This is an optimization exercise on Yosys and OpenROAD, whose aim is small area, a short achievable clock period and few clock cycles, not a production implementation.
Only simulation tests tie the RTL to the original design; equivalence was not proved.
No activity file was given, so power comes from the tool's default toggle rates.

$ cat design/flow/config.mk
export PLATFORM = sky130hd
export DESIGN_NAME = openlst_rf_codec
export DESIGN_NICKNAME = openlst_rf_codec
export VERILOG_FILES = /design/flow/design.v
export SDC_FILE = /design/flow/constraint.sdc
export NUM_CORES = 4
export LEC_CHECK = 0
export ABC_AREA = 1
export CAP_MARGIN = 20
export CORE_MARGIN = 2
export CORE_UTILIZATION = 40
export CTS_CLUSTER_DIAMETER = 100
export CTS_CLUSTER_SIZE = 30
export PLACE_DENSITY = 0.6
export SETUP_SLACK_MARGIN = 2.8
export SLEW_MARGIN = 20
$ cat design/flow/constraint.sdc
create_clock -name core_clock -period 5.0 [get_ports {clk}]
set_input_delay 1.0000 -clock core_clock [delete_from_list [all_inputs] [get_ports {clk}]]
set_output_delay 1.0000 -clock core_clock [all_outputs]
set_load 0.01 [all_outputs]
$ cat design/flow/design.v
module openlst_crc16 (
    input  wire [15:0] crc_in,
    input  wire [7:0]  data,
    output reg  [15:0] crc_out
);
    integer k;
    always @(*) begin
        crc_out = crc_in ^ {data, 8'h00};
        for (k = 0; k < 8; k = k + 1) begin
            if (crc_out[15])
                crc_out = {crc_out[14:0], 1'b0} ^ 16'h8005;
            else
                crc_out = {crc_out[14:0], 1'b0};
        end
    end
endmodule
module openlst_rf_rx #(
    parameter [7:0] SUBSYS_RADIO = 8'h01
) (
    input  wire        clk,
    input  wire        rst,
    input  wire [15:0] self_id,
    input  wire        fwd_en,
    input  wire        rx_valid,
    input  wire [7:0]  rx_data,
    output wire        rx_ready,
    output reg         pay_valid,
    output wire [7:0]  pay_data,
    output reg         res_valid,
    output reg  [1:0]  res_status,
    output reg  [1:0]  res_route,
    output wire [7:0]  res_len,
    output wire [15:0] res_dev_id,
    output wire [15:0] res_seq,
    output wire [7:0]  res_subsys,
    output wire [7:0]  res_opcode,
    output wire        res_fbit,
    output reg  [31:0] cnt_good,
    output reg  [31:0] cnt_rej_crc,
    output reg  [31:0] cnt_rej_other
);
    localparam [1:0] ST_GOOD  = 2'd0;
    localparam [1:0] ST_CRC   = 2'd1;
    localparam [1:0] ST_SHORT = 2'd2;
    localparam [1:0] RT_DROP  = 2'd0;
    localparam [1:0] RT_LOCAL = 2'd1;
    localparam [1:0] RT_FWD   = 2'd2;
    reg  [7:0]  rem;         
    reg  [2:0]  hdr;         
    reg  [7:0]  rd;          
    reg         f_first;     
    reg         f_crc;       
    reg         f_good;      
    reg         f_bad;       
    reg         f_short;     
    reg         long_pkt;    
    reg  [15:0] crc;         
    reg         lo_ok;       
    reg         fbit;
    reg  [15:0] seq;
    reg  [7:0]  subsys;
    reg  [7:0]  opcode;
    reg  [15:0] dev_id;
    wire        first = (rem == 8'd0);
    wire        crc_ok = lo_ok && (rx_data == crc[15:8]);
    wire        r_ge5 = (rem[7:3] != 5'd0) || (rem[2:0] >= 3'd5);
    assign rx_ready = 1'b1;
    assign pay_data = rd;
    always @(posedge clk) begin
        rd <= rx_data;
        if (rst) begin
            rem       <= 8'd0;
            pay_valid <= 1'b0;
            f_first   <= 1'b0;
            f_crc     <= 1'b0;
            f_good    <= 1'b0;
            f_bad     <= 1'b0;
            f_short   <= 1'b0;
        end else begin
            pay_valid <= rx_valid && !first && (hdr == 3'd6) && r_ge5;
            f_first   <= rx_valid && first;
            f_crc     <= rx_valid && !first && r_ge5;
            f_short   <= rx_valid && (first ? (rx_data == 8'd0) : (rem == 8'd1) && !long_pkt);
            f_good    <= rx_valid && !first && (rem == 8'd1) && long_pkt && crc_ok;
            f_bad     <= rx_valid && !first && (rem == 8'd1) && long_pkt && !crc_ok;
            if (rx_valid) begin
                if (first) begin
                    rem <= rx_data;
                    long_pkt <= (rx_data >= 8'd9);
                    hdr <= 3'd1;
                end else begin
                    rem <= rem - 8'd1;
                    if (hdr != 3'd6)
                        hdr <= hdr + 3'd1;
                    if (hdr == 3'd1) fbit        <= rx_data[6];
                    if (hdr == 3'd2) seq[7:0]    <= rx_data;
                    if (hdr == 3'd3) seq[15:8]   <= rx_data;
                    if (hdr == 3'd4) subsys      <= rx_data;
                    if (hdr == 3'd5) opcode      <= rx_data;
                    if (rem == 8'd4) dev_id[7:0]  <= rx_data;
                    if (rem == 8'd3) dev_id[15:8] <= rx_data;
                    if (rem == 8'd2) lo_ok        <= (rx_data == crc[7:0]);
                end
            end
        end
    end
    reg  [7:0]  lm3;         
    wire [15:0] crc_step;
    openlst_crc16 u_crc (.crc_in(crc | {16{f_first}}), .data(rd), .crc_out(crc_step));
    wire        f_last = f_good || f_bad || f_short;
    wire        addr_match = (subsys == SUBSYS_RADIO) &&
                             ((dev_id == self_id) || (dev_id == 16'hFFFF));
    assign res_len    = lm3;
    assign res_dev_id = dev_id;
    assign res_seq    = seq;
    assign res_subsys = subsys;
    assign res_opcode = opcode;
    assign res_fbit   = fbit;
    always @(posedge clk) begin
        if (f_first || f_crc)
            crc <= crc_step;
        if (f_first)
            lm3 <= rd - 8'd3;
        if (f_last) begin
            res_status <= {f_short, f_bad};
            res_route  <= addr_match ? RT_LOCAL : (fwd_en ? RT_FWD : RT_DROP);
        end
        if (rst) begin
            res_valid     <= 1'b0;
            cnt_good      <= 32'd0;
            cnt_rej_crc   <= 32'd0;
            cnt_rej_other <= 32'd0;
        end else begin
            res_valid <= f_last;
            if (f_short) cnt_rej_other <= cnt_rej_other + 32'd1;
            if (f_bad)   cnt_rej_crc   <= cnt_rej_crc + 32'd1;
            if (f_good)  cnt_good      <= cnt_good + 32'd1;
        end
    end
endmodule
module openlst_rf_tx (
    input  wire        clk,
    input  wire        rst,
    input  wire        tx_valid,
    input  wire [7:0]  tx_data,
    input  wire        tx_fbit,
    output reg         tx_ready,
    output reg         pkt_valid,
    output reg  [7:0]  pkt_data,
    input  wire        pkt_ready,
    output reg  [31:0] cnt_sent
);
    localparam [3:0] T_M    = 4'd0;    
    localparam [3:0] T_D0   = 4'd1;    
    localparam [3:0] T_D1   = 4'd2;    
    localparam [3:0] T_BODY = 4'd3;    
    localparam [3:0] T_FD0  = 4'd4;    
    localparam [3:0] T_FD1  = 4'd5;    
    localparam [3:0] T_CL   = 4'd6;    
    localparam [3:0] T_CH   = 4'd7;    
    localparam [3:0] T_DROP = 4'd8;    
    reg  [3:0]  state;
    reg         have_m;      
    reg  [7:0]  remain;      
    reg         fbit;
    reg  [15:0] dev_id;
    reg  [15:0] crc;
    reg         c_init;      
    reg         c_step;      
    reg         pkt_last;    
    reg         s_full;      
    reg  [7:0]  s_data;
    reg         s_fbit;
    wire        out_free = !pkt_valid || pkt_ready;
    wire        take     = tx_valid && tx_ready;
    wire        h_valid  = s_full || take;
    wire [7:0]  h_data   = s_full ? s_data : tx_data;
    wire        h_fbit   = s_full ? s_fbit : tx_fbit;
    wire        big      = (remain > 8'd252);
    reg         pop;         
    reg         load;        
    reg  [7:0]  out_byte;
    always @(*) begin
        pop      = 1'b0;
        load     = 1'b0;
        out_byte = h_data;
        case (state)
            T_M, T_DROP: pop = h_valid;
            T_D0: begin
                pop      = h_valid && out_free;
                load     = pop;
                out_byte = remain + 8'd3;
            end
            T_D1: begin
                pop      = h_valid && out_free;
                load     = pop;
                out_byte = {1'b0, fbit, 6'b0};
            end
            T_BODY: begin
                pop      = h_valid && out_free;
                load     = pop;
            end
            T_FD0: begin
                pop      = h_valid && !have_m;
                load     = out_free;
                out_byte = dev_id[7:0];
            end
            T_FD1: begin
                pop      = h_valid && !have_m;
                load     = out_free;
                out_byte = dev_id[15:8];
            end
            T_CL: begin
                pop      = h_valid && !have_m;
                load     = out_free;
                out_byte = crc[7:0];
            end
            default: begin    
                load     = out_free;
                out_byte = crc[15:8];
            end
        endcase
    end
    wire [15:0] crc_step;
    openlst_crc16 u_crc (.crc_in(crc | {16{c_init}}), .data(pkt_data), .crc_out(crc_step));
    always @(posedge clk) begin
        if (c_init || c_step)
            crc <= crc_step;
        c_init <= load && (state == T_D0);
        c_step <= load && (state == T_D1 || state == T_BODY);
        if (load) begin
            pkt_data <= out_byte;
            pkt_last <= (state == T_CH);
        end
        if (!s_full)
            s_data <= tx_data;
        if (!s_full)
            s_fbit <= tx_fbit;
        if (rst) begin
            state     <= T_M;
            have_m    <= 1'b0;
            pkt_valid <= 1'b0;
            s_full    <= 1'b0;
            tx_ready  <= 1'b1;
            cnt_sent  <= 32'd0;
        end else begin
            if (pkt_valid && pkt_ready && pkt_last)
                cnt_sent <= cnt_sent + 32'd1;
            if (load)
                pkt_valid <= 1'b1;
            else if (pkt_ready)
                pkt_valid <= 1'b0;
            s_full   <= h_valid && !pop;
            tx_ready <= !(h_valid && !pop);
            case (state)
                T_M: begin
                    if (pop) begin
                        remain <= h_data;
                        fbit   <= h_fbit;
                        state  <= (h_data > 8'd252) ? T_DROP : T_D0;
                    end
                end
                T_DROP, T_D0, T_D1, T_BODY: begin
                    if (pop) begin
                        remain <= remain - 8'd1;
                        if (state == T_D0) dev_id[7:0]  <= h_data;
                        if (state == T_D1) dev_id[15:8] <= h_data;
                        if (state == T_D0) state <= T_D1;
                        if (state == T_D1) state <= T_BODY;
                        if ((state == T_BODY || state == T_DROP) && remain == 8'd1)
                            state <= (state == T_BODY) ? T_FD0 : T_M;
                    end
                end
                default: begin    
                    if (pop) begin
                        remain <= h_data;
                        fbit   <= h_fbit;
                        have_m <= 1'b1;
                    end
                    if (load) begin
                        case (state)
                            T_FD0: state <= T_FD1;
                            T_FD1: state <= T_CL;
                            T_CL:  state <= T_CH;
                            default: begin
                                have_m <= 1'b0;
                                state  <= !have_m ? T_M : (big ? T_DROP : T_D0);
                            end
                        endcase
                    end
                end
            endcase
        end
    end
endmodule
module openlst_rf_codec (
    input  wire        clk,
    input  wire        rst,
    input  wire [15:0] self_id,
    input  wire        fwd_en,
    input  wire        rx_valid,
    input  wire [7:0]  rx_data,
    output wire        rx_ready,
    output wire        pay_valid,
    output wire [7:0]  pay_data,
    output wire        res_valid,
    output wire [1:0]  res_status,
    output wire [1:0]  res_route,
    output wire [7:0]  res_len,
    output wire [15:0] res_dev_id,
    output wire [15:0] res_seq,
    output wire [7:0]  res_subsys,
    output wire [7:0]  res_opcode,
    output wire        res_fbit,
    input  wire        tx_valid,
    input  wire [7:0]  tx_data,
    input  wire        tx_fbit,
    output wire        tx_ready,
    output wire        pkt_valid,
    output wire [7:0]  pkt_data,
    input  wire        pkt_ready,
    output wire [31:0] cnt_good,
    output wire [31:0] cnt_rej_crc,
    output wire [31:0] cnt_rej_other,
    output wire [31:0] cnt_sent
);
    openlst_rf_rx #(.SUBSYS_RADIO(8'h01)) u_rx (
        .clk(clk), .rst(rst), .self_id(self_id), .fwd_en(fwd_en),
        .rx_valid(rx_valid), .rx_data(rx_data), .rx_ready(rx_ready),
        .pay_valid(pay_valid), .pay_data(pay_data),
        .res_valid(res_valid), .res_status(res_status), .res_route(res_route),
        .res_len(res_len), .res_dev_id(res_dev_id), .res_seq(res_seq),
        .res_subsys(res_subsys), .res_opcode(res_opcode), .res_fbit(res_fbit),
        .cnt_good(cnt_good), .cnt_rej_crc(cnt_rej_crc), .cnt_rej_other(cnt_rej_other)
    );
    openlst_rf_tx u_tx (
        .clk(clk), .rst(rst),
        .tx_valid(tx_valid), .tx_data(tx_data), .tx_fbit(tx_fbit), .tx_ready(tx_ready),
        .pkt_valid(pkt_valid), .pkt_data(pkt_data), .pkt_ready(pkt_ready),
        .cnt_sent(cnt_sent)
    );
endmodule
$ cat design/flow/flow/run.sh
#!/bin/bash
# Standard layout, with the port buffers made from buf_2 cells.
set -euo pipefail
export BUFFER_PORTS_ARGS="-buffer_cell sky130_fd_sc_hd__buf_2"
bash standard.sh > flow_standard.log 2>&1
$ cat design/flow/standard.sh
#!/bin/bash
# synth_recipe.tcl (not shown) runs the flow's synth.tcl, then flattens the netlist and writes it again
# the make line also repeats each setting of config.mk as NAME=value (left out here)
make -C /OpenROAD-flow-scripts/flow DESIGN_CONFIG=/design/flow/config.mk WORK_HOME=/design/flow/orfs CLKGATE_MAP_FILE= SYNTH_SCRIPT=/design/flow/synth_recipe.tcl "${@:-finish}"
==> implementation parameters, run 1 <==
Parameter                              Value

Flow run
  Count of maximum capacitance violations ... 0

Setup path
  Slowest Stage Delay on Critical Path ... 0.48 ns
  Setup crit end kind ... primary output
  Critical path's slowest cell ... edfxtp_1
  Critical-path maximum fanout ... 2
  Critical path buffer and inverter count ... 1
  Data required time of the critical path ... 4.00 ns
  Kind of start point of the critical path ... flop
  Cell-by-cell trace of the critical path ... buf_2
  Crit Path Class ... flop to primary output
  WP data arrival ... 1.17 ns
  Top delay family on crit path ... flip-flops

Synth
  Synth cell types ... 59
  Share of synthesized flip-flops with an asynchronous set or reset ... 0%
  Count of synthesis-stage warnings from yosys ... 3
  Top-area cell type share of the netlist area ... 28.0%
  Predominant post-synthesis flop cell ... dfxtp_1
  Cells after synthesis ... 1644
  Average cell area after synthesis ... 8.61 um^2
  Cell Area, Synth ... 0.0142 mm^2
  Most frequently used cell type in the post-synthesis netlist ... nand2_1
  Dominant cell type by area after synthesis ... edfxtp_1
  Synthesized net count ... 1700
  Post-synth top cells ... nand2_1 (267), inv_1 (226), nor2_1 (179)
  Number of enable flip-flop cells after synthesis ... 132
  Flip-flop and latch count after synthesis ... 302
  Top post-synthesis cells by area ... edfxtp_1 (28%), dfxtp_1 (24%), nand2_1 (7.1%)
  Portion of the post-synthesis area used by sequential elements ... 52.0%

Pwr
  Peak supply drop ... 0.401 mV
  Cell area power density ... 463 mW/mm^2
  Final Total Pwr ... 8.11 mW
  NetSw ... 3.18 mW
  Internal power of the cells ... 4.93 mW
  Logic pwr share ... 40.9%
  Leakage ... 7.34 nW
  Share of total power in the clock network ... 17.7%
  Switch share ... 39.2%
  Portion of total power attributed to sequential cells ... 41.4%

Global routing
  Wire length of the first global-routing pass ... 59500 um
  Total global routing overflow ... 0
  Overall fraction of global-route tracks in use ... 20.0%
  Number of antenna violations at the first check in global routing ... 0
  Vias in the first global route ... 11363
  Pin count of the biggest net entering global routing ... 53

Finish
  Relative area change from synthesis to final layout ... 23.7%
  Number of antenna repair diodes ... 0
  Combined flip-flop and latch cell area ... 0.00743 mm^2
  Fill cell count ... 3349
  Share of final-layout standard cells stronger than drive strength 1 ... 27.6%
  Total number of nets in the final design ... 2004
  Area of the multi-input gates ... 0.00640 mm^2

Floorplanning
  Total number of placement rows ... 68
  Floorplan die area ... 0.0369 mm^2
  Die H ... 192 um
  Initial core utilization ... 40.8%
  Area of the core ... 0.0347 mm^2
  Die outline width ... 192 um
  Boundary Pins ... 249

STA
  Setup repair after global routing missed its margin ... true
  Final Skew ... 0.0201 ns
  Fmax ... 461 MHz
  Actual slew at the worst max-slew pin ... 0.666 ns
  Setup_tns ... 0 ns
  Final worst setup slack ... 2.83 ns
  Number of hold violations in the final report ... 0
  Slew HR ... 55.2%
  Worst hold slack ... 0.473 ns
  Final min period ... 2.17 ns
  Total count of max-transition violations in the final report ... 0
  Final worst path period share ... 43.4%
  Setup-violating endpoint count in the final report ... 0

Clock network
  Maximum buffer depth of the clock tree ... 3
  Clock tree from TritonCTS ... done
  Number of CTS-inserted buffers ... 15
  Buffer cell driving the clock tree root ... clkbuf_16
  CTS H-Tree Depth ... 1
  Clock latency (worst-skew pair) ... 0.51 ns
  Post-CTS clock slew at the launch and capture registers of the worst setup and hold paths ... 0.11 ns
  Hold bufs inserted after CTS ... 0
  CTS sink cnt ... 302

Detailed routing
  WL per Instance ... 16.2 um
  Detailed Route Iter0 Violations ... 761
  Vias ... 12171
  Antenna viol nets, final ... 0
  Wire length after detailed routing ... 39000 um
  Via-to-Cell Ratio ... 5.05
  Number of iterations in the first detailed-routing pass ... 6
  DRC viols ... 0

Placement
  Port Buf Inserts ... 247
  Global placement routability congestion ... 0.918
  Post-detailed-placement half-perimeter wirelength ... 28000 um
  Pre-CTS worst setup slack ... 1.78 ns

Outcome
  Result of the run ... no timing/DRC/antenna violations

Worst hold path
  Class of the tightest hold or removal check ... flop to flop
-- cells by family (layout without fill, tap and decap cells) --
family | count (synthesis) | in the layout | synth area share (%)
AO/OA/AOI/OAI | 260 | 260 | 10.7
XOR/XNOR | 68 | 68 | 4.39
adder cells (fa/ha/maj) | 17 | 17 | 1.50
buffers and inverters | 263 | 574 | 7.11
flip-flops | 302 | 302 | 52.0
other | 1 | 1 | 0.0265
AND/OR/NAND/NOR | 733 | 733 | 24.3
-- flip-flops by register name, summed over array words and instances (netlist names), 16 cells and up --
name,cells
u_rx.seq,16
u_rx.cnt_rej_other,32
u_tx.cnt_sent,32
u_tx.crc,16
u_rx.dev_id,16
u_rx.cnt_good,32
u_tx.dev_id,16
u_rx.cnt_rej_crc,32
u_rx.crc,16
-- final cells by class --
class,count,area share [%]
clock buffer,18,2.21
clock inverter,6,0.393
inverter,240,5.22
multi-input combinational,1079,36.5
sequential,302,42.4
tap,455,3.25
timing repair buffer,310,10.0
-- per-layer routing --
metal	GRT usage (%)	wire length, um
met5	0	0
met4	4.67	901
met3	3.34	2200
met2	33.3	18500
met1	27.2	17400
-- layout by cell type (no fill, tap or decap), drive strengths merged, types with 3 or more instances in the layout --
cell type	n
or2	11
o211ai	5
a211oi	8
edfxtp	132
nor4	20
and3	9
clkbuf	18
nor3	66
nand4	31
nor3b	9
a21oi	98
nand3	94
buf	310
nand2	289
xor2	45
nor2	200
xnor2	23
a221oi	15
o22ai	5
a31oi	14
ha	17
o21a	12
inv	244
o2111ai	3
dfxtp	170
o21ai	88
-- what timing repair did --
item | in CTS | in global routing
pin swaps | 8 | 44
setup endpoints to repair | 132 | 130
gates resized for setup | 37 | 142
buffers inserted | 19 | 42
-- final timing paths --
check                                       start  slack (ns)                 to  cells past startpoint
worst min-delay path            u_rx.cnt_good[31]        0.47  u_rx.cnt_good[31]                      2
worst max-delay path             u_tx.pkt_data[4]        2.83        pkt_data[4]                      1
worst min register to register  u_rx.cnt_good[31]        0.47  u_rx.cnt_good[31]                      2
worst max register to register       u_tx.crc[13]        2.84        u_tx.crc[2]                     13
-- worst reg2reg max path: stages (launching register included) --
cell and delay, ns:
edfxtp_1 0.51, nor2_8 0.18, xor2_4 0.23, inv_2 0.10, nand3_4 0.12, nand3_4 0.11, nand3_4 0.13, nand2_4 0.08
nand2_4 0.07, nand2_4 0.06, nand2_4 0.07, nand3_1 0.11, nand3_1 0.09, nand2_1 0.06
-- power by group through the flow --
stage	clock network [mW]	logic [mW]	registers, mW
floorplan	0	1.97	3.35
global placement	0	2.51	3.41
finish	1.43	3.32	3.36
global route	1.58	3.66	3.39
CTS	1.49	2.65	3.34
detailed placement	0	2.55	3.41
-- per-stage QoR --
| step | cells | instance area, um^2 | utilization [%] |
|---|---|---|---|
| floorplan | 1644 | 14200 | - |
| global placement | 2325 | 15900 | 45.9 |
| detailed placement | 2325 | 15900 | 45.9 |
| CTS | 2368 | 16600 | 48.0 |
| global route | 2410 | 17500 | 50.5 |
| finish | 2410 | 17500 | 50.5 |
Testbench counts, summed over its fixed seeds: cycles 102,794.
==> run 2, diff against run 1 <==
--- a/design/flow/config.mk
+++ b/design/flow/config.mk
@@ -6,11 +6,10 @@
 export NUM_CORES = 4
 export LEC_CHECK = 0
-export ABC_AREA = 1
 export CAP_MARGIN = 20
 export CORE_MARGIN = 2
-export CORE_UTILIZATION = 40
+export CORE_UTILIZATION = 70
 export CTS_CLUSTER_DIAMETER = 100
 export CTS_CLUSTER_SIZE = 30
-export PLACE_DENSITY = 0.6
+export PLACE_DENSITY = 0.8
 export SETUP_SLACK_MARGIN = 2.8
 export SLEW_MARGIN = 20
==> implementation parameters, run 2 <==
Parameter                              Value

Floorplanning
  Die H ... 143 um
  Boundary Pins ... 249
  Die outline width ... 143 um
  Area of the core ... 0.0188 mm^2
  Floorplan die area ... 0.0204 mm^2
  Total number of placement rows ... 50
  Initial core utilization ... 71.7%

Setup path
  Critical path buffer and inverter count ... 1
  Reg-to-reg endpoint ... u_rx.crc[0]
  Register-to-register path setup slack ... 2.84 ns
  Cell-by-cell trace of the critical path ... buf_2
  Critical path's slowest cell ... edfxtp_1
  Crit Path Class ... flop to primary output
  Reg2reg start ... u_rx.rd[7]
  Slowest Stage Delay on Critical Path ... 0.51 ns
  Top delay family on crit path ... flip-flops
  Setup crit end kind ... primary output
  Kind of start point of the critical path ... flop
  WP data arrival ... 1.20 ns
  Data required time of the critical path ... 4.00 ns
  Critical-path maximum fanout ... 3
  Number of cells traversed by the worst register-to-register path ... 6

Clock network
  Post-CTS clock slew at the launch and capture registers of the worst setup and hold paths ... 0.12 ns
  Clock tree from TritonCTS ... done
  Hold bufs inserted after CTS ... 0
  Number of CTS-inserted buffers ... 14
  Maximum buffer depth of the clock tree ... 3
  Clock latency (worst-skew pair) ... 0.51 ns
  Buffer cell driving the clock tree root ... clkbuf_16
  CTS sink cnt ... 302
  CTS H-Tree Depth ... 1

STA
  Setup_tns ... 0 ns
  Actual slew at the worst max-slew pin ... 0.682 ns
  Setup repair after global routing missed its margin ... true
  Number of hold violations in the final report ... 0
  Slew HR ... 54.6%
  Total count of max-transition violations in the final report ... 0
  Fmax ... 454 MHz
  Setup-violating endpoint count in the final report ... 0
  Final min period ... 2.20 ns
  Final worst path period share ... 44.1%
  Final Skew ... 0.0443 ns

Global routing
  Overall fraction of global-route tracks in use ... 30.9%
  Number of antenna violations at the first check in global routing ... 1
  Vias in the first global route ... 9887
  Pin count of the biggest net entering global routing ... 75
  Wire length of the first global-routing pass ... 50700 um
  Total global routing overflow ... 0

Placement
  Port Buf Inserts ... 247
  Post-detailed-placement half-perimeter wirelength ... 22700 um
  Global placement routability congestion ... 0.879

Finish
  Highest-count cells in the layout ignoring fill and taps ... buf_2 (246), nor2_1 (192), dfxtp_1 (148)
  Relative area change from synthesis to final layout ... 16.3%
  Fill cell count ... 1123
  Total number of nets in the final design ... 1589
  Most frequent standard cell in the layout excluding fill and tap cells ... buf_2
  Share of final-layout standard cells stronger than drive strength 1 ... 23.3%

Synth
  Top-area cell type share of the netlist area ... 29.3%
  Number of enable flip-flop cells after synthesis ... 132
  Average cell area after synthesis ... 10.4 um^2
  Synth cell types ... 64
  Most frequently used cell type in the post-synthesis netlist ... nor2_1
  Predominant post-synthesis flop cell ... dfxtp_1
  Cell Area, Synth ... 0.0135 mm^2
  Synthesized net count ... 1360
  Cells after synthesis ... 1304
  Top post-synthesis cells by area ... edfxtp_1 (29%), dfxtp_1 (25%), xnor2_1 (9.3%)
  Portion of the post-synthesis area used by sequential elements ... 54.5%
  Dominant cell type by area after synthesis ... edfxtp_1
  Post-synth top cells ... nor2_1 (200), dfxtp_1 (170), xnor2_1 (143)
  Flip-flop and latch count after synthesis ... 302
  Count of synthesis-stage warnings from yosys ... 3
  Share of synthesized flip-flops with an asynchronous set or reset ... 0%

Pwr
  Peak supply drop ... 0.552 mV
  Cell area power density ... 403 mW/mm^2
  Leakage ... 6.08 nW
  Final Total Pwr ... 6.33 mW

Detailed routing
  Wire length after detailed routing ... 32800 um
  Antenna viol nets, final ... 0
  WL per Instance ... 18.2 um
  DRC viols ... 0
  Number of iterations in the first detailed-routing pass ... 5
  Detailed Route Iter0 Violations ... 1026
  Via-to-Cell Ratio ... 5.91
  Vias ... 10654

Worst hold path
  Startpoint of the worst hold path ... u_rx.long_pkt
  Hold Path End ... u_rx.f_short
  Class of the tightest hold or removal check ... flop to flop
  Hold Crit Depth ... 1

Flow run
  Count of maximum capacitance violations ... 0

Outcome
  Result of the run ... no timing/DRC/antenna violations
## run 2: cell count changes in the layout (fill, tap and decap cells not counted), sizes merged, moves of 14 or more
cell / before / now
a21oi: 98 / 57
a221oi: 15 / 1
and3: 9 / 25
buf: 310 / 260
inv: 244 / 30
nand2: 289 / 78
nand3: 94 / 45
nor3: 66 / 29
o21ai: 88 / 35
or3: 0 / 23
xnor2: 23 / 143
xor2: 45 / 71
## run 2: final cells by class
type	instances	area (um^2)	area share, %
inverters	32	120	0.765
multi-input cells	923	6060	38.6
clock inverters	1	30.0	0.191
clock buffers	23	405	2.58
repair buffers	260	1360	8.64
flip-flops and latches	302	7400	47.1
diodes	2	5.00	0.0319
well taps	260	325	2.07
## run 2: routing by layer
layer	global-route usage, %	wire length, um	vias to the layer above
met4	11.4	1230	0
li1	-	-	4988
met1	38.9	12900	5176
met2	54.3	16700	403
met5	0	0	-
met3	4.63	1980	87
## run 2: power by group
group          internal (mW)  total [mW]  switching (mW)
sequential              2.97        3.24           0.270
clock                  0.579        1.35           0.771
combinational          0.809        1.74           0.932
## run 2: how the worst max path moves through the flow
stage | from | to | slack, ns | cells after the start
after floorplan | pkt_ready | u_tx.dev_id[10] | 2.73 | 5
after global placement | rst | u_rx.f_short | 2.12 | 5
after detailed placement | rst | u_rx.dev_id[2] | 1.98 | 4
after CTS | u_rx.f_bad | u_rx.cnt_rej_crc[28] | 2.68 | 5
after global routing | u_rx.rem[0] | u_rx.rem[6] | 2.67 | 8
final | u_rx.dev_id[2] | res_dev_id[2] | 2.80 | 1
## run 2: metrics by stage
| step | instances | util, % | setup WS (ns) | hold WS, ns | instance area, um^2 |
|---|---|---|---|---|---|
| after global routing | 1802 | 83.4 | 2.67 | 0.531 | 15700 |
| final | 1803 | 83.4 | 2.80 | 0.506 | 15700 |
| after global placement | 1765 | 79.3 | 2.12 | 0.455 | 14900 |
| after floorplan | 1304 | - | 2.73 | 0.403 | 13500 |
| after detailed placement | 1765 | 79.3 | 1.98 | 0.453 | 14900 |
| after CTS | 1792 | 82.2 | 2.68 | 0.504 | 15500 |
## run 2: timing repair
action | in CTS | in global routing
setup buffers | 3 | 9
gates cloned | 0 | 0
setup endpoints to repair | 135 | 109
gates resized for setup | 34 | 35
pin swaps | 3 | 10
hold endpoints to repair | 0 | 0
## run 2: worst reg2reg max path: cells and delay by family, from the launching register on
family | cells | cell delay (ns)
DFF | 1 | 0.46
xor gates and xnor gates | 6 | 1.47
## run 2: cells by family (layout without fill, tap and decap cells)
family	Yosys count	in the layout	share of synthesized area (%)
XOR/XNOR	217	217	14.4
AO/OA/AOI/OAI	143	143	6.36
buffers and inverters	79	316	2.25
AND/OR/NAND/NOR	527	527	19.4
adder cells (fa/ha/maj)	17	17	1.57
multiplexers	18	18	1.41
flip-flops	302	302	54.5
other	1	3	0.0278
==> run 3, diff against run 2 <==
--- a/design/flow/config.mk
+++ b/design/flow/config.mk
@@ -6,4 +6,5 @@
 export NUM_CORES = 4
 export LEC_CHECK = 0
+export ABC_CLOCK_PERIOD_IN_PS = 2000
 export CAP_MARGIN = 20
 export CORE_MARGIN = 2
==> implementation parameters, run 3 <==
Parameter                              Value

Synth
  Post-synthesis compound-gate area fraction ... 6.36%
  Predominant post-synthesis flop cell ... dfxtp_1
  Synthesized net count ... 1360
  Dominant cell type by area after synthesis ... edfxtp_1
  Cell Area, Synth ... 0.0135 mm^2
  Cells after synthesis ... 1304
  Most frequently used cell type in the post-synthesis netlist ... nor2_1
  Post-synth top cells ... nor2_1 (200), dfxtp_1 (170), xnor2_1 (143)
  Top-area cell type share of the netlist area ... 29.3%
  Share of synthesized cell area in and, or, nand and nor gates ... 19.4%
  Xor/xnor cell area share of the yosys netlist ... 14.4%
  Count of synthesis-stage warnings from yosys ... 3
  Synth cell types ... 64
  Flip-flop and latch count after synthesis ... 302
  Combinational family with the most area after synthesis ... simple AND/OR/NAND/NOR gates
  Share of synthesized flip-flops with an asynchronous set or reset ... 0%
  Portion of the post-synthesis area used by sequential elements ... 54.5%
  Adder-Cell Fraction of Synth Area ... 1.57%
  Mux cell area share after synthesis ... 1.41%
  Number of enable flip-flop cells after synthesis ... 132
  Top post-synthesis cells by area ... edfxtp_1 (29%), dfxtp_1 (25%), xnor2_1 (9.3%)
  Average cell area after synthesis ... 10.4 um^2

Setup path
  Kind of start point of the critical path ... flop
  Cell-by-cell trace of the critical path ... buf_2
  Critical-path maximum fanout ... 3
  Setup crit end kind ... primary output
  Crit Path Class ... flop to primary output
  Slowest Stage Delay on Critical Path ... 0.51 ns
  Critical path buffer and inverter count ... 1
  Top delay family on crit path ... flip-flops
  Data required time of the critical path ... 4.00 ns
  WP data arrival ... 1.20 ns
  Critical path's slowest cell ... edfxtp_1

Clock network
  CTS sink cnt ... 302
  Clock tree from TritonCTS ... done
  CTS H-Tree Depth ... 1
  Post-CTS clock slew at the launch and capture registers of the worst setup and hold paths ... 0.12 ns
  Clock latency (worst-skew pair) ... 0.51 ns
  Number of CTS-inserted buffers ... 14
  Buffer cell driving the clock tree root ... clkbuf_16
  Hold bufs inserted after CTS ... 0
  Maximum buffer depth of the clock tree ... 3

Detailed routing
  WL per Instance ... 18.2 um
  DRC viols ... 0
  Via-to-Cell Ratio ... 5.91
  Wire length after detailed routing ... 32800 um
  Vias ... 10654
  Detailed Route Iter0 Violations ... 1026
  Number of iterations in the first detailed-routing pass ... 5
  Antenna viol nets, final ... 0

Floorplanning
  Die outline width ... 143 um
  Total number of placement rows ... 50
  Floorplan die area ... 0.0204 mm^2
  Initial core utilization ... 71.7%
  Boundary Pins ... 249
  Die H ... 143 um
  Area of the core ... 0.0188 mm^2

Pwr
  Leakage ... 6.08 nW
  Cell area power density ... 403 mW/mm^2
  Final Total Pwr ... 6.33 mW
  Peak supply drop ... 0.552 mV

Placement
  Placed Instances ... 1765
  Global placement routability congestion ... 0.879
  Post-detailed-placement cell area ... 0.0149 mm^2
  Post-detailed-placement half-perimeter wirelength ... 22700 um
  Pre-CTS worst setup slack ... 1.98 ns
  Port Buf Inserts ... 247

Outcome
  Result of the run ... no timing/DRC/antenna violations

STA
  Actual slew at the worst max-slew pin ... 0.682 ns
  Setup-violating endpoint count in the final report ... 0
  Number of hold violations in the final report ... 0
  Final min period ... 2.20 ns
  Total count of max-transition violations in the final report ... 0
  Final worst path period share ... 44.1%
  Fmax ... 454 MHz
  Final worst setup slack ... 2.80 ns
  Final Skew ... 0.0443 ns
  Setup repair after global routing missed its margin ... true
  Slew HR ... 54.6%
  Setup_tns ... 0 ns

Finish
  Most frequent standard cell in the layout excluding fill and tap cells ... buf_2
  Post-route design area ... 0.0157 mm^2
  Fill cell count ... 1123
  Highest-count cells in the layout ignoring fill and taps ... buf_2 (246), nor2_1 (192), dfxtp_1 (148)
  Non-filler cells, final ... 1803
  Total number of nets in the final design ... 1589
  Relative area change from synthesis to final layout ... 16.3%
  Share of final-layout standard cells stronger than drive strength 1 ... 23.3%

Global routing
  Wire length of the first global-routing pass ... 50700 um
  Number of antenna violations at the first check in global routing ... 1
  Pin count of the biggest net entering global routing ... 75
  Overall fraction of global-route tracks in use ... 30.9%
  Vias in the first global route ... 9887
  Total global routing overflow ... 0

Flow run
  Count of maximum capacitance violations ... 0

Worst hold path
  Class of the tightest hold or removal check ... flop to flop
run 3: cell counts in the layout (fill, tap and decap cells not counted):
Identical to the previous run, type by type.
run 3: kinds of logic after synthesis:
family | Yosys count
and+or+nand+nor | 527
adders and majority gates | 17
buffers and inverters | 79
AOI/OAI and AO/OA | 143
xor gates and xnor gates | 217
other | 1
muxes | 18
DFF | 302
run 3: repair_timing:
| item | in CTS | in global routing |
|---|---|---|
| gates resized for setup | 34 | 35 |
| setup endpoints to repair | 135 | 109 |
| cloned | 0 | 0 |
| pin swaps | 3 | 10 |
| setup buffers | 3 | 9 |
run 3: worst paths after layout:
path,from,to,slack [ns],cells past startpoint
max,u_rx.dev_id[2],res_dev_id[2],2.80,1
min,u_rx.long_pkt,u_rx.f_short,0.51,1
max reg2reg,u_rx.rd[7],u_rx.crc[0],2.84,6
min reg2reg,u_rx.long_pkt,u_rx.f_short,0.51,1
run 3: routing by layer:
metal	vias to the layer above	GRT usage [%]	part of all wire [%]
met5	-	0	0
met4	0	11.4	3.7
met3	87	4.63	6.0
met2	403	54.3	51
met1	5176	38.9	39
li1	4988	-	-
run 3: metrics by stage:
step / util, % / hold WS, ns
2_1_floorplan: - / 0.403
3_3_place_gp: 79.3 / 0.455
3_5_place_dp: 79.3 / 0.453
4_1_cts: 82.2 / 0.504
5_1_grt: 83.4 / 0.531
6_report: 83.4 / 0.506
run 3: area by class of cell:
cell class                 instances  area [um^2]  share of cell area, %
sequential                       302         7400                   47.1
multi-input combinational        923         6060                   38.6
antenna                            2         5.00                 0.0319
tap                              260          325                   2.07
timing repair buffer             260         1360                   8.64
inverter                          32          120                  0.765
clock buffer                      23          405                   2.58
clock inverter                     1         30.0                  0.191
run 3: where the power goes:
| part | switching (mW) | internal [mW] | total (mW) | leakage, nW |
|---|---|---|---|---|
| logic | 0.932 | 0.809 | 1.74 | 3.28 |
| clock network | 0.771 | 0.579 | 1.35 | 0.206 |
| registers | 0.270 | 2.97 | 3.24 | 2.59 |
==> run 4, diff against run 3 <==
--- a/design/flow/config.mk
+++ b/design/flow/config.mk
@@ -6,5 +6,4 @@
 export NUM_CORES = 4
 export LEC_CHECK = 0
-export ABC_CLOCK_PERIOD_IN_PS = 2000
 export CAP_MARGIN = 20
 export CORE_MARGIN = 2
@@ -13,4 +12,4 @@
 export CTS_CLUSTER_SIZE = 30
 export PLACE_DENSITY = 0.8
-export SETUP_SLACK_MARGIN = 2.8
+export SETUP_SLACK_MARGIN = 2.7
 export SLEW_MARGIN = 20
==> implementation parameters, run 4 <==
Parameter                              Value

Outcome
  Result of the run ... no timing/DRC/antenna violations

Detailed routing
  Routed wire length on met2 ... 16100 um
  DRC viols ... 0
  Number of iterations in the first detailed-routing pass ... 6
  Detailed Route Iter0 Violations ... 991
  Top sig layer ... met4
  Routed length on met3 ... 1690 um
  Wire length on met1 ... 13000 um
  Antenna viol nets, final ... 0
  Via-to-Cell Ratio ... 5.90
  Vias ... 10624
  Wire length after detailed routing ... 31700 um
  WL per Instance ... 17.6 um

Setup path
  WP data arrival ... 1.23 ns
  Register-to-register path setup slack ... 2.78 ns
  Worst setup path startpoint ... u_rx.rd[2]
  Count of cell instances traversed by the critical path ... 1
  Reg-to-reg endpoint ... u_rx.crc[0]
  Top delay family on crit path ... flip-flops
  Slowest Stage Delay on Critical Path ... 0.54 ns
  Reg2reg start ... u_rx.crc[15]
  Setup crit end kind ... primary output
  Crit path capture ... pay_data[2]
  Cell-by-cell trace of the critical path ... buf_2
  Critical path's slowest cell ... dfxtp_1
  Critical path buffer and inverter count ... 1
  Critical-path maximum fanout ... 8
  Crit Path Class ... flop to primary output
  Number of cells traversed by the worst register-to-register path ... 6
  Kind of start point of the critical path ... flop
  Data required time of the critical path ... 4.00 ns

Floorplanning
  Initial core utilization ... 71.7%
  Boundary Pins ... 249
  Die outline width ... 143 um
  Floorplan die area ... 0.0204 mm^2
  Total number of placement rows ... 50
  Area of the core ... 0.0188 mm^2
  Die H ... 143 um

Synth
  Share of synthesized flip-flops with an asynchronous set or reset ... 0%
  Portion of the post-synthesis area used by sequential elements ... 54.5%
  Most frequently used cell type in the post-synthesis netlist ... nor2_1
  Number of enable flip-flop cells after synthesis ... 132
  Synth cell types ... 64
  Dominant cell type by area after synthesis ... edfxtp_1
  Cell Area, Synth ... 0.0135 mm^2
  Synthesized net count ... 1360
  Count of synthesis-stage warnings from yosys ... 3
  Predominant post-synthesis flop cell ... dfxtp_1
  Top post-synthesis cells by area ... edfxtp_1 (29%), dfxtp_1 (25%), xnor2_1 (9.3%)
  Post-synth top cells ... nor2_1 (200), dfxtp_1 (170), xnor2_1 (143)
  Top-area cell type share of the netlist area ... 29.3%
  Flip-flop and latch count after synthesis ... 302
  Average cell area after synthesis ... 10.4 um^2
  Cells after synthesis ... 1304

STA
  Actual slew at the worst max-slew pin ... 0.667 ns
  Total count of max-transition violations in the final report ... 0
  Final min period ... 2.23 ns
  Slew HR ... 55.5%
  Fmax ... 448 MHz
  Final Skew ... 0.0344 ns
  Setup repair after global routing missed its margin ... true
  Number of hold violations in the final report ... 0
  Setup-violating endpoint count in the final report ... 0
  Setup_tns ... 0 ns
  Final worst path period share ... 44.7%

Clock network
  Hold bufs inserted after CTS ... 0
  Clock latency (worst-skew pair) ... 0.49 ns
  Clock tree from TritonCTS ... done
  CTS H-Tree Depth ... 1
  Number of CTS-inserted buffers ... 14
  Maximum buffer depth of the clock tree ... 3
  Post-CTS clock slew at the launch and capture registers of the worst setup and hold paths ... 0.11 ns
  CTS sink cnt ... 302
  Buffer cell driving the clock tree root ... clkbuf_16

Pwr
  Cell area power density ... 399 mW/mm^2
  Peak supply drop ... 0.520 mV
  Leakage ... 6.05 nW
  Final Total Pwr ... 6.23 mW

Placement
  Post-detailed-placement cell area ... 0.0149 mm^2
  Port Buf Inserts ... 247
  Global placement routability congestion ... 0.923
  Post-detailed-placement half-perimeter wirelength ... 22200 um

Worst hold path
  Class of the tightest hold or removal check ... flop to flop

Global routing
  Total global routing overflow ... 0
  Overall fraction of global-route tracks in use ... 30.3%
  Number of antenna violations at the first check in global routing ... 1
  Wire length of the first global-routing pass ... 49800 um
  Vias in the first global route ... 9943
  Pin count of the biggest net entering global routing ... 76

Finish
  Area of the multi-input gates ... 0.00599 mm^2
  Post-route core utilization ... 82.8%
  Combined flip-flop and latch cell area ... 0.00739 mm^2
  Fill cell count ... 1127
  Highest-count cells in the layout ignoring fill and taps ... buf_2 (246), nor2_1 (194), dfxtp_1 (156)
  Relative area change from synthesis to final layout ... 15.5%
  Total number of nets in the final design ... 1588
  Post-route design area ... 0.0156 mm^2
  Share of final-layout standard cells stronger than drive strength 1 ... 21.9%
  Most frequent standard cell in the layout excluding fill and tap cells ... buf_2

Flow run
  Count of maximum capacitance violations ... 0
==> run 4: power by group <==
part / switching, mW / internal [mW]
sequential: 0.283 / 2.97
clock: 0.754 / 0.579
combinational: 0.879 / 0.765
==> run 4: worst min path at each step <==
| stage | startpoint | end | depth (start not counted) |
|---|---|---|---|
| CTS | u_rx.long_pkt | u_rx.f_short | 1 |
| floorplan | u_rx.f_bad | u_rx.res_status[0] | 0 |
| global placement | u_tx.s_fbit | u_tx.s_fbit | 1 |
| finish | u_rx.long_pkt | u_rx.f_short | 1 |
| global route | u_rx.long_pkt | u_rx.f_short | 1 |
| detailed placement | u_rx.long_pkt | u_rx.f_short | 1 |
==> run 4: repair_timing <==
action                     4_1_cts  5_1_grt
gates resized for setup         16       31
setup buffers                    0       11
setup endpoints to repair       65       96
pin swaps                        0        7
cloned                           0        0
==> run 4: per-stage QoR <==
stage	std cells	hold WS (ns)	setup WS, ns
5_1_grt	1801	0.506	2.67
4_1_cts	1789	0.487	2.69
3_3_place_gp	1765	0.456	2.17
6_report	1801	0.477	2.77
2_1_floorplan	1304	0.403	2.73
3_5_place_dp	1765	0.457	2.08
==> run 4: final cells by class <==
| class | instances | share of cell area, % |
|---|---|---|
| repair buffers | 259 | 8.57 |
| diodes | 1 | 0.0160 |
| inverters | 32 | 0.770 |
| well taps | 260 | 2.09 |
| flip-flops and latches | 302 | 47.4 |
| clock buffers | 23 | 2.60 |
| clock inverters | 1 | 0.193 |
| multi-input cells | 923 | 38.4 |
==> run 4: cells by family (layout without fill, tap and decap cells) <==
logic type	Yosys count	count (layout)	share of synthesized area, %
xor+xnor	217	217	14.4
buf+inv	79	315	2.25
compound gates	143	143	6.36
simple gates	527	527	19.4
mux	18	18	1.41
other cells	1	2	0.0278
fa+ha+maj	17	17	1.57
flops	302	302	54.5
==> run 4: metal layers <==
| metal | global-route usage [%] | vias up |
|---|---|---|
| met1 | 38.9 | 5161 |
| met5 | 0 | - |
| li1 | - | 4990 |
| met4 | 9.85 | 0 |
| met3 | 3.69 | 70 |
| met2 | 53.3 | 403 |
==> run 5, diff against run 4 <==
--- a/design/flow/config.mk
+++ b/design/flow/config.mk
@@ -8,8 +8,8 @@
 export CAP_MARGIN = 20
 export CORE_MARGIN = 2
-export CORE_UTILIZATION = 70
+export CORE_UTILIZATION = 60
 export CTS_CLUSTER_DIAMETER = 100
 export CTS_CLUSTER_SIZE = 30
-export PLACE_DENSITY = 0.8
-export SETUP_SLACK_MARGIN = 2.7
+export PLACE_DENSITY = 0.75
+export SETUP_SLACK_MARGIN = 2.9
 export SLEW_MARGIN = 20
==> implementation parameters, run 5 <==
Parameter                              Value

Outcome
  Result of the run ... no timing/DRC/antenna violations

Pwr
  Switch share ... 30.4%
  Leakage ... 6.45 nW
  NetSw ... 1.93 mW
  Cell area power density ... 386 mW/mm^2
  Logic pwr share ... 28.1%
  Peak supply drop ... 0.342 mV
  Final Total Pwr ... 6.35 mW
  Internal power of the cells ... 4.42 mW
  Share of total power in the clock network ... 21.1%
  Portion of total power attributed to sequential cells ... 50.7%

STA
  Total count of max-transition violations in the final report ... 0
  Setup-violating endpoint count in the final report ... 0
  Fmax ... 466 MHz
  Actual slew at the worst max-slew pin ... 0.723 ns
  Setup_tns ... 0 ns
  Final worst path period share ... 43.0%
  Slew HR ... 51.8%
  Setup repair after global routing missed its margin ... true
  Worst hold slack ... 0.493 ns
  Final min period ... 2.15 ns
  Final Skew ... 0.0377 ns
  Number of hold violations in the final report ... 0

Detailed routing
  Number of iterations in the first detailed-routing pass ... 5
  WL per Instance ... 17.3 um
  Via-to-Cell Ratio ... 5.59
  Wire length after detailed routing ... 32500 um
  DRC viols ... 0
  Detailed Route Iter0 Violations ... 812
  Vias ... 10481
  Antenna viol nets, final ... 0

Synth
  Most frequently used cell type in the post-synthesis netlist ... nor2_1
  Flip-flop and latch count after synthesis ... 302
  Post-synth top cells ... nor2_1 (200), dfxtp_1 (170), xnor2_1 (143)
  Top post-synthesis cells by area ... edfxtp_1 (29%), dfxtp_1 (25%), xnor2_1 (9.3%)
  Synth cell types ... 64
  Share of synthesized flip-flops with an asynchronous set or reset ... 0%
  Count of synthesis-stage warnings from yosys ... 3
  Predominant post-synthesis flop cell ... dfxtp_1
  Dominant cell type by area after synthesis ... edfxtp_1
  Cells after synthesis ... 1304
  Synthesized net count ... 1360
  Portion of the post-synthesis area used by sequential elements ... 54.5%
  Top-area cell type share of the netlist area ... 29.3%
  Cell Area, Synth ... 0.0135 mm^2
  Number of enable flip-flop cells after synthesis ... 132
  Average cell area after synthesis ... 10.4 um^2

Finish
  Non-filler cells, final ... 1875
  Highest-count cells in the layout ignoring fill and taps ... buf_2 (242), nor2_1 (192), xnor2_1 (136)
  Most frequent standard cell in the layout excluding fill and tap cells ... buf_2
  Fill cell count ... 1604
  Post-route design area ... 0.0164 mm^2
  Total number of nets in the final design ... 1641
  Relative area change from synthesis to final layout ... 21.7%
  Share of final-layout standard cells stronger than drive strength 1 ... 32.7%

Setup path
  WP data arrival ... 1.15 ns
  Cell-by-cell trace of the critical path ... buf_2
  Reg-to-reg endpoint ... u_tx.crc[0]
  Critical-path maximum fanout ... 3
  Register-to-register path setup slack ... 2.90 ns
  Critical path's slowest cell ... edfxtp_1
  Data required time of the critical path ... 4.00 ns
  Reg2reg start ... u_tx.pkt_data[7]
  Critical path buffer and inverter count ... 1
  Top delay family on crit path ... flip-flops
  Crit Path Class ... flop to primary output
  Number of cells traversed by the worst register-to-register path ... 6
  Slowest Stage Delay on Critical Path ... 0.47 ns
  Kind of start point of the critical path ... flop
  Setup crit end kind ... primary output

Worst hold path
  Class of the tightest hold or removal check ... flop to flop
  Hold Crit Depth ... 1
  Hold Path End ... u_rx.f_short
  Startpoint of the worst hold path ... u_rx.long_pkt

Clock network
  Post-CTS clock slew at the launch and capture registers of the worst setup and hold paths ... 0.11 ns
  Clock tree from TritonCTS ... done
  Maximum buffer depth of the clock tree ... 3
  Buffer cell driving the clock tree root ... clkbuf_16
  CTS sink cnt ... 302
  Clock latency (worst-skew pair) ... 0.50 ns
  Number of CTS-inserted buffers ... 14
  CTS H-Tree Depth ... 1
  Hold bufs inserted after CTS ... 0

Placement
  Post-detailed-placement cell area ... 0.0150 mm^2
  Global placement routability congestion ... 0.835
  Placed Instances ... 1785
  Port Buf Inserts ... 247
  Post-detailed-placement half-perimeter wirelength ... 22200 um

Floorplanning
  Die outline width ... 154 um
  Floorplan die area ... 0.0237 mm^2
  Die H ... 154 um
  Area of the core ... 0.0220 mm^2
  Boundary Pins ... 249
  Total number of placement rows ... 54
  Initial core utilization ... 61.5%

Global routing
  Pin count of the biggest net entering global routing ... 82
  Number of antenna violations at the first check in global routing ... 2
  Vias in the first global route ... 9659
  Overall fraction of global-route tracks in use ... 26.0%
  Total global routing overflow ... 0
  Wire length of the first global-routing pass ... 50600 um

Flow run
  Count of maximum capacitance violations ... 0
-- run 5: worst max-delay path by stage --
stage	from	to	slack [ns]	depth (start not counted)
floorplan	pkt_ready	u_tx.dev_id[10]	2.73	5
global placement	rst	u_rx.f_short	2.12	5
detailed placement	rst	u_rx.f_short	2.12	5
CTS	u_tx.pkt_data[7]	pkt_data[7]	2.82	1
global route	u_tx.pkt_data[7]	pkt_data[7]	2.83	1
finish	u_tx.pkt_data[7]	pkt_data[7]	2.85	1
-- run 5: cell families after synthesis --
kind of cell / count (synthesis) / share of synthesized area (%)
simple gates: 527 / 19.4
flops: 302 / 54.5
xor+xnor: 217 / 14.4
compound gates: 143 / 6.36
buf+inv: 79 / 2.25
mux: 18 / 1.41
fa+ha+maj: 17 / 1.57
other cells: 1 / 0.0278
-- run 5: layer usage --
layer	vias up	GRT usage (%)	part of all wire, %
met5	-	0	0
met4	0	6.81	2.3
met3	44	4.82	6.8
met2	338	44.0	49
met1	5005	34.5	42
li1	5094	-	-
-- run 5: cell type report --
cell class / count / area (um^2) / area share (%)
flip-flops and latches: 302 / 7580 / 46.1
multi-input cells: 923 / 6180 / 37.6
repair buffers: 312 / 1770 / 10.8
clock buffers: 23 / 405 / 2.47
well taps: 280 / 350 / 2.13
inverters: 32 / 120 / 0.731
clock inverters: 1 / 30.0 / 0.183
diodes: 2 / 5.00 / 0.0304
-- run 5: power groups by stage --
stage / clock network (mW) / registers, mW / logic (mW)
after floorplan: 0 / 3.17 / 1.29
after global placement: 0 / 3.28 / 1.49
after global routing: 1.46 / 3.25 / 1.96
final: 1.34 / 3.22 / 1.79
after CTS: 1.37 / 3.22 / 1.64
after detailed placement: 0 / 3.28 / 1.55
-- run 5: metrics by stage --
step / setup slack, ns / utilization, %
floorplan: 2.73 / -
global placement: 2.12 / 68.4
detailed placement: 2.12 / 68.4
CTS: 2.82 / 72.4
global route: 2.83 / 74.9
finish: 2.85 / 74.9
-- run 5: repair_timing --
action | in CTS | in global routing
gates resized for setup | 93 | 109
setup buffers | 32 | 32
pin swaps | 8 | 11
cloned | 0 | 0
setup endpoints to repair | 269 | 207
==> run 6, diff against run 5 <==
--- a/design/flow/config.mk
+++ b/design/flow/config.mk
@@ -12,4 +12,4 @@
 export CTS_CLUSTER_SIZE = 30
 export PLACE_DENSITY = 0.75
-export SETUP_SLACK_MARGIN = 2.9
+export SETUP_SLACK_MARGIN = 2.8
 export SLEW_MARGIN = 20
==> implementation parameters, run 6 <==
Parameter                              Value

Floorplanning
  Initial core utilization ... 61.5%
  Die H ... 154 um
  Total number of placement rows ... 54
  Boundary Pins ... 249
  Area of the core ... 0.0220 mm^2
  Floorplan die area ... 0.0237 mm^2
  Die outline width ... 154 um

Clock network
  Buffer cell driving the clock tree root ... clkbuf_16
  Clock latency (worst-skew pair) ... 0.51 ns
  Post-CTS clock slew at the launch and capture registers of the worst setup and hold paths ... 0.11 ns
  CTS H-Tree Depth ... 1
  Number of CTS-inserted buffers ... 14
  Clock tree from TritonCTS ... done
  Maximum buffer depth of the clock tree ... 3
  CTS sink cnt ... 302

Detailed routing
  WL per Instance ... 16.8 um
  Detailed Route Iter0 Violations ... 801
  Wire length after detailed routing ... 31000 um
  Vias ... 10236
  DRC viols ... 0
  Antenna viol nets, final ... 0
  Number of iterations in the first detailed-routing pass ... 5
  Via-to-Cell Ratio ... 5.57

Synth
  Post-synth top cells ... nor2_1 (200), dfxtp_1 (170), xnor2_1 (143)
  Most frequently used cell type in the post-synthesis netlist ... nor2_1
  Predominant post-synthesis flop cell ... dfxtp_1
  Top-area cell type share of the netlist area ... 29.3%
  Synth cell types ... 64
  Synthesized net count ... 1360
  Flip-flop and latch count after synthesis ... 302
  Number of enable flip-flop cells after synthesis ... 132
  Portion of the post-synthesis area used by sequential elements ... 54.5%
  Dominant cell type by area after synthesis ... edfxtp_1
  Cell Area, Synth ... 0.0135 mm^2
  Average cell area after synthesis ... 10.4 um^2
  Top post-synthesis cells by area ... edfxtp_1 (29%), dfxtp_1 (25%), xnor2_1 (9.3%)
  Share of synthesized flip-flops with an asynchronous set or reset ... 0%
  Count of synthesis-stage warnings from yosys ... 3
  Cells after synthesis ... 1304

STA
  Number of hold violations in the final report ... 0
  Setup-violating endpoint count in the final report ... 0
  Setup repair after global routing missed its margin ... true
  Actual slew at the worst max-slew pin ... 0.678 ns
  Final min period ... 2.19 ns
  Total count of max-transition violations in the final report ... 0
  Fmax ... 457 MHz
  Final Skew ... 0.0301 ns
  Slew HR ... 54.8%
  Setup_tns ... 0 ns
  Final worst path period share ... 43.7%

Worst hold path
  Class of the tightest hold or removal check ... flop to flop

Global routing
  Global-route met3 utilization ... 4.31%
  Vias in the first global route ... 9615
  Routing layer with the top usage in global route ... met2
  Number of antenna violations at the first check in global routing ... 1
  Global Route met1 Usage ... 32.9%
  Pin count of the biggest net entering global routing ... 107
  Overall fraction of global-route tracks in use ... 25.1%
  GRT met2 Usage ... 42.8%
  Wire length of the first global-routing pass ... 49100 um
  Total global routing overflow ... 0

Setup path
  Kind of start point of the critical path ... flop
  Setup crit end kind ... primary output
  Critical path buffer and inverter count ... 1
  Slowest Stage Delay on Critical Path ... 0.50 ns
  Cell-by-cell trace of the critical path ... buf_2
  Crit Path Class ... flop to primary output
  Critical-path maximum fanout ... 5
  Data required time of the critical path ... 4.00 ns
  Top delay family on crit path ... flip-flops
  Critical path's slowest cell ... dfxtp_1
  WP data arrival ... 1.19 ns

Pwr
  Cell area power density ... 399 mW/mm^2
  Final Total Pwr ... 6.31 mW
  Leakage ... 6.16 nW
  Peak supply drop ... 0.569 mV

Finish
  Fill cell count ... 1641
  Non-filler cells, final ... 1839
  Relative area change from synthesis to final layout ... 17.2%
  Total number of nets in the final design ... 1606
  Most frequent standard cell in the layout excluding fill and tap cells ... buf_2
  Highest-count cells in the layout ignoring fill and taps ... buf_2 (246), nor2_1 (193), dfxtp_1 (146)
  Share of final-layout standard cells stronger than drive strength 1 ... 24.1%

Placement
  Placed Instances ... 1788
  Port Buf Inserts ... 247
  Global placement routability congestion ... 0.875
  Post-detailed-placement half-perimeter wirelength ... 21600 um

Outcome
  Result of the run ... no timing/DRC/antenna violations

Flow run
  Count of maximum capacitance violations ... 0
==> run 6: cell counts after synthesis <==
No cell type changed its count.
==> run 6: cell families after synthesis <==
family	synth area share, %
buffers and inverters	2.25
other	0.0278
flip-flops	54.5
XOR/XNOR	14.4
AND/OR/NAND/NOR	19.4
multiplexers	1.41
adder cells (fa/ha/maj)	1.57
AO/OA/AOI/OAI	6.36
==> run 6: cell type report <==
type                            instances  area (um^2)  area share, %
Clock buffer                           22          402           2.54
Antenna cell                            1         2.50         0.0158
Multi-Input combinational cell        923         6030           38.1
Clock inverter                          2         38.8          0.245
Sequential cell                       302         7400           46.8
Inverter                               32          120          0.759
Tap cell                              280          350           2.21
Timing Repair Buffer                  277         1480           9.37
==> run 6: routing by layer <==
| layer | vias up | part of all wire [%] |
|---|---|---|
| li1 | 5022 | - |
| met1 | 4854 | 43 |
| met2 | 296 | 48 |
| met3 | 64 | 5.7 |
| met4 | 0 | 2.9 |
| met5 | - | 0 |
==> run 6: worst paths after layout <==
check                       start                   end  slack (ns)  depth (start not counted)
max                    u_rx.rd[5]           pay_data[5]        2.81                          1
min                 u_rx.long_pkt          u_rx.f_short        0.49                          1
max reg2reg  u_rx.cnt_rej_crc[14]  u_rx.cnt_rej_crc[30]        2.87                          6
min reg2reg         u_rx.long_pkt          u_rx.f_short        0.49                          1
==> run 6: through the flow <==
step	cell area, um^2	worst slack (ns)	hold slack [ns]	utilization (%)
6_report	15800	2.81	0.490	72.1
5_1_grt	15800	2.72	0.520	72.1
4_1_cts	15600	2.73	0.488	70.9
3_5_place_dp	15000	2.09	0.467	68.2
3_3_place_gp	15000	2.10	0.460	68.2
2_1_floorplan	13500	2.73	0.403	-
==> run 6: worst reg2reg max path, cell delays in order (launching register included) <==
cell and delay [ns]:
dfxtp_1 0.40, and4_1 0.27, nand4_1 0.22, nor4_4 0.45, nand3_2 0.21, or3_1 0.35
a21oi_1 0.16
==> run 6: what timing repair did <==
| action | in CTS | in global routing |
|---|---|---|
| pin swaps | 3 | 11 |
| endpoints found under the hold margin | 0 | 0 |
| hold buffers | 0 | 0 |
| gates cloned | 0 | 0 |
| resized for setup | 30 | 37 |
| buffers inserted | 5 | 21 |
| setup endpoints to repair | 118 | 114 |
==> run 6: report_power, final <==
part | total [mW] | switching, mW | leakage, nW | internal, mW
clock network | 1.35 | 0.775 | 0.209 | 0.580
registers | 3.18 | 0.213 | 2.59 | 2.96
logic | 1.78 | 0.922 | 3.37 | 0.861
total | 6.31 | 1.91 | 6.16 | 4.40
==> run 7, diff against run 6 <==
--- a/design/flow/config.mk
+++ b/design/flow/config.mk
@@ -9,6 +9,6 @@
 export CORE_MARGIN = 2
 export CORE_UTILIZATION = 60
-export CTS_CLUSTER_DIAMETER = 100
-export CTS_CLUSTER_SIZE = 30
+export CTS_CLUSTER_DIAMETER = 60
+export CTS_CLUSTER_SIZE = 20
 export PLACE_DENSITY = 0.75
 export SETUP_SLACK_MARGIN = 2.8
==> implementation parameters, run 7 <==
Parameter                              Value

Outcome
  Result of the run ... no timing/DRC/antenna violations

Setup path
  Kind of start point of the critical path ... flop
  Critical path's slowest cell ... edfxtp_1
  Data required time of the critical path ... 4.00 ns
  Cell-by-cell trace of the critical path ... buf_2
  Crit Path Class ... flop to primary output
  WP data arrival ... 1.19 ns
  Critical path buffer and inverter count ... 1
  Top delay family on crit path ... flip-flops
  Critical-path maximum fanout ... 3
  Slowest Stage Delay on Critical Path ... 0.47 ns
  Setup crit end kind ... primary output

Synth
  Most frequently used cell type in the post-synthesis netlist ... nor2_1
  Mux cell area share after synthesis ... 1.41%
  Top post-synthesis cells by area ... edfxtp_1 (29%), dfxtp_1 (25%), xnor2_1 (9.3%)
  Flip-flop and latch count after synthesis ... 302
  Cells after synthesis ... 1304
  Cell Area, Synth ... 0.0135 mm^2
  Combinational family with the most area after synthesis ... simple AND/OR/NAND/NOR gates
  Portion of the post-synthesis area used by sequential elements ... 54.5%
  Top-area cell type share of the netlist area ... 29.3%
  Synthesized net count ... 1360
  Average cell area after synthesis ... 10.4 um^2
  Post-synthesis compound-gate area fraction ... 6.36%
  Count of synthesis-stage warnings from yosys ... 3
  Adder-Cell Fraction of Synth Area ... 1.57%
  Number of enable flip-flop cells after synthesis ... 132
  Share of synthesized flip-flops with an asynchronous set or reset ... 0%
  Synth cell types ... 64
  Xor/xnor cell area share of the yosys netlist ... 14.4%
  Post-synth top cells ... nor2_1 (200), dfxtp_1 (170), xnor2_1 (143)
  Dominant cell type by area after synthesis ... edfxtp_1
  Share of synthesized cell area in and, or, nand and nor gates ... 19.4%
  Predominant post-synthesis flop cell ... dfxtp_1

STA
  Total count of max-transition violations in the final report ... 0
  Number of hold violations in the final report ... 0
  Setup-violating endpoint count in the final report ... 0
  Fmax ... 457 MHz
  Final worst path period share ... 43.8%
  Setup_tns ... 0 ns
  Actual slew at the worst max-slew pin ... 0.707 ns
  Final min period ... 2.19 ns
  Worst hold slack ... 0.484 ns
  Slew HR ... 52.8%
  Setup repair after global routing missed its margin ... true
  Final Skew ... 0.0140 ns

Placement
  Post-detailed-placement half-perimeter wirelength ... 21600 um
  Port Buf Inserts ... 247
  Global placement routability congestion ... 0.875

Clock network
  Post-CTS clock slew at the launch and capture registers of the worst setup and hold paths ... 0.08 ns
  Maximum buffer depth of the clock tree ... 3
  Clock tree from TritonCTS ... done
  CTS sink cnt ... 302
  Buffer cell driving the clock tree root ... clkbuf_16
  Number of CTS-inserted buffers ... 24
  CTS H-Tree Depth ... 1
  Hold bufs inserted after CTS ... 0
  Clock latency (worst-skew pair) ... 0.54 ns

Finish
  Highest-count cells in the layout ignoring fill and taps ... buf_2 (246), nor2_1 (193), xnor2_1 (140)
  Relative area change from synthesis to final layout ... 20.0%
  Share of final-layout standard cells stronger than drive strength 1 ... 26.0%
  Fill cell count ... 1590
  Total number of nets in the final design ... 1618
  Most frequent standard cell in the layout excluding fill and tap cells ... buf_2
  Post-route core utilization ... 73.8%
  Area of the multi-input gates ... 0.00604 mm^2
  Combined flip-flop and latch cell area ... 0.00741 mm^2

Flow run
  Count of maximum capacitance violations ... 0

Floorplanning
  Die outline width ... 154 um
  Total number of placement rows ... 54
  Boundary Pins ... 249
  Floorplan die area ... 0.0237 mm^2
  Die H ... 154 um
  Area of the core ... 0.0220 mm^2
  Initial core utilization ... 61.5%

Pwr
  Switch share ... 30.5%
  Internal power of the cells ... 4.75 mW
  Portion of total power attributed to sequential cells ... 46.6%
  Cell area power density ... 422 mW/mm^2
  Leakage ... 6.36 nW
  Peak supply drop ... 0.589 mV
  Logic pwr share ... 25.4%
  Share of total power in the clock network ... 28.0%
  NetSw ... 2.09 mW

Detailed routing
  DRC viols ... 0
  Number of iterations in the first detailed-routing pass ... 5
  Antenna viol nets, final ... 0
  Wire length after detailed routing ... 31800 um
  Detailed Route Iter0 Violations ... 704
  Vias ... 10473
  WL per Instance ... 17.1 um
  Via-to-Cell Ratio ... 5.63

Global routing
  Total global routing overflow ... 0
  Vias in the first global route ... 9820
  Wire length of the first global-routing pass ... 50000 um
  Number of antenna violations at the first check in global routing ... 1
  Pin count of the biggest net entering global routing ... 107
  Overall fraction of global-route tracks in use ... 25.7%

Worst hold path
  Class of the tightest hold or removal check ... flop to flop
-- run 7: cell counts after synthesis --
No cell type changed its count.
-- run 7: metrics by stage --
stage / std cells / setup slack (ns) / instance area (um^2) / power (mW)
after floorplan: 1304 / 2.73 / 13500 / 4.46
after global placement: 1788 / 2.10 / 15000 / 4.79
after detailed placement: 1788 / 2.09 / 15000 / 4.84
after CTS: 1836 / 2.80 / 15900 / 6.79
after global routing: 1861 / 2.73 / 16200 / 7.17
final: 1861 / 2.81 / 16200 / 6.83
-- run 7: cells by family (layout without fill, tap and decap cells) --
logic type,after synthesis,after routing
AOI/OAI and AO/OA,143,143
xor gates and xnor gates,217,217
adders and majority gates,17,17
buffers and inverters,79,355
DFF,302,302
muxes,18,18
other,1,2
and+or+nand+nor,527,527
-- run 7: path summary, 6_finish.rpt --
path	cells after the start	end	slack [ns]	startpoint
worst max-delay path	1	pkt_data[0]	2.81	u_tx.pkt_data[0]
worst min-delay path	1	u_rx.f_short	0.48	u_rx.long_pkt
worst max register to register	7	u_rx.cnt_rej_crc[26]	2.88	u_rx.cnt_rej_crc[15]
worst min register to register	1	u_rx.f_short	0.48	u_rx.long_pkt
-- run 7: cell type report --
| cell class | instances | share of cell area, % |
|---|---|---|
| Antenna cell | 1 | 0.0154 |
| Inverter | 32 | 0.741 |
| Sequential cell | 302 | 45.7 |
| Clock buffer | 28 | 3.93 |
| Tap cell | 280 | 2.16 |
| Multi-Input combinational cell | 923 | 37.3 |
| Clock inverter | 16 | 0.919 |
| Timing Repair Buffer | 279 | 9.24 |
-- run 7: timing repair --
item	CTS	global route
buffers inserted	4	24
endpoints found under the setup margin	121	119
gates resized for setup	34	42
pin swaps	3	11
-- run 7: power by group through the flow --
stage | Combinational, mW | Clock (mW) | Sequential (mW)
after global placement | 1.55 | 0 | 3.24
final | 1.74 | 1.91 | 3.18
after CTS | 1.67 | 1.95 | 3.18
after global routing | 1.93 | 2.03 | 3.21
after detailed placement | 1.60 | 0 | 3.24
after floorplan | 1.29 | 0 | 3.17
-- run 7: metal layers --
metal	vias to the layer above	global-route usage [%]	wire [um]
li1	5074	-	-
met1	4995	33.4	13400
met2	323	43.3	15500
met3	81	4.48	1760
met4	0	9.39	1120
met5	-	0	0

static timing again, ports no longer ideal:
Ports are ideal in the flow. The routed layouts listed here were re-timed in OpenROAD.
Step 1 sets driving cells, clkbuf_16 on the clock port and buf_2 on the other inputs (assumed; they add their load-dependent delay and slew).
Step 2, shift: input delay + t, output delay - t, t = (earliest + latest rising clock arrival at the registers) / 2. This alone moves slack from input paths to output paths.
Three values: no drivers, after step 1, after step 2; two values: the first two.
| run | t, ns | setup slack, ns | worst setup path at the end |
|---|---|---|---|
| run 1 | 0.552 | 2.829 / 2.781 / 2.286 | input to register |
| run 2 | 0.534 | 2.797 / 2.747 / 2.420 | input to register |
| run 3 | 0.534 | 2.797 / 2.747 / 2.420 | input to register |
| run 4 | 0.520 | 2.767 / 2.724 / 2.302 | input to register |
| run 5 | 0.528 | 2.852 / 2.807 / 2.405 | input to register |
| run 6 | 0.540 | 2.814 / 2.766 / 2.431 | input to register |
| run 7 | 0.581 | 2.811 / 2.764 / 2.308 | input to register |
After both steps setup and hold are still met in every run listed. The setup slack of run 1, which loses most, moves by -0.048 ns with the drivers and by -0.543 ns with both steps.
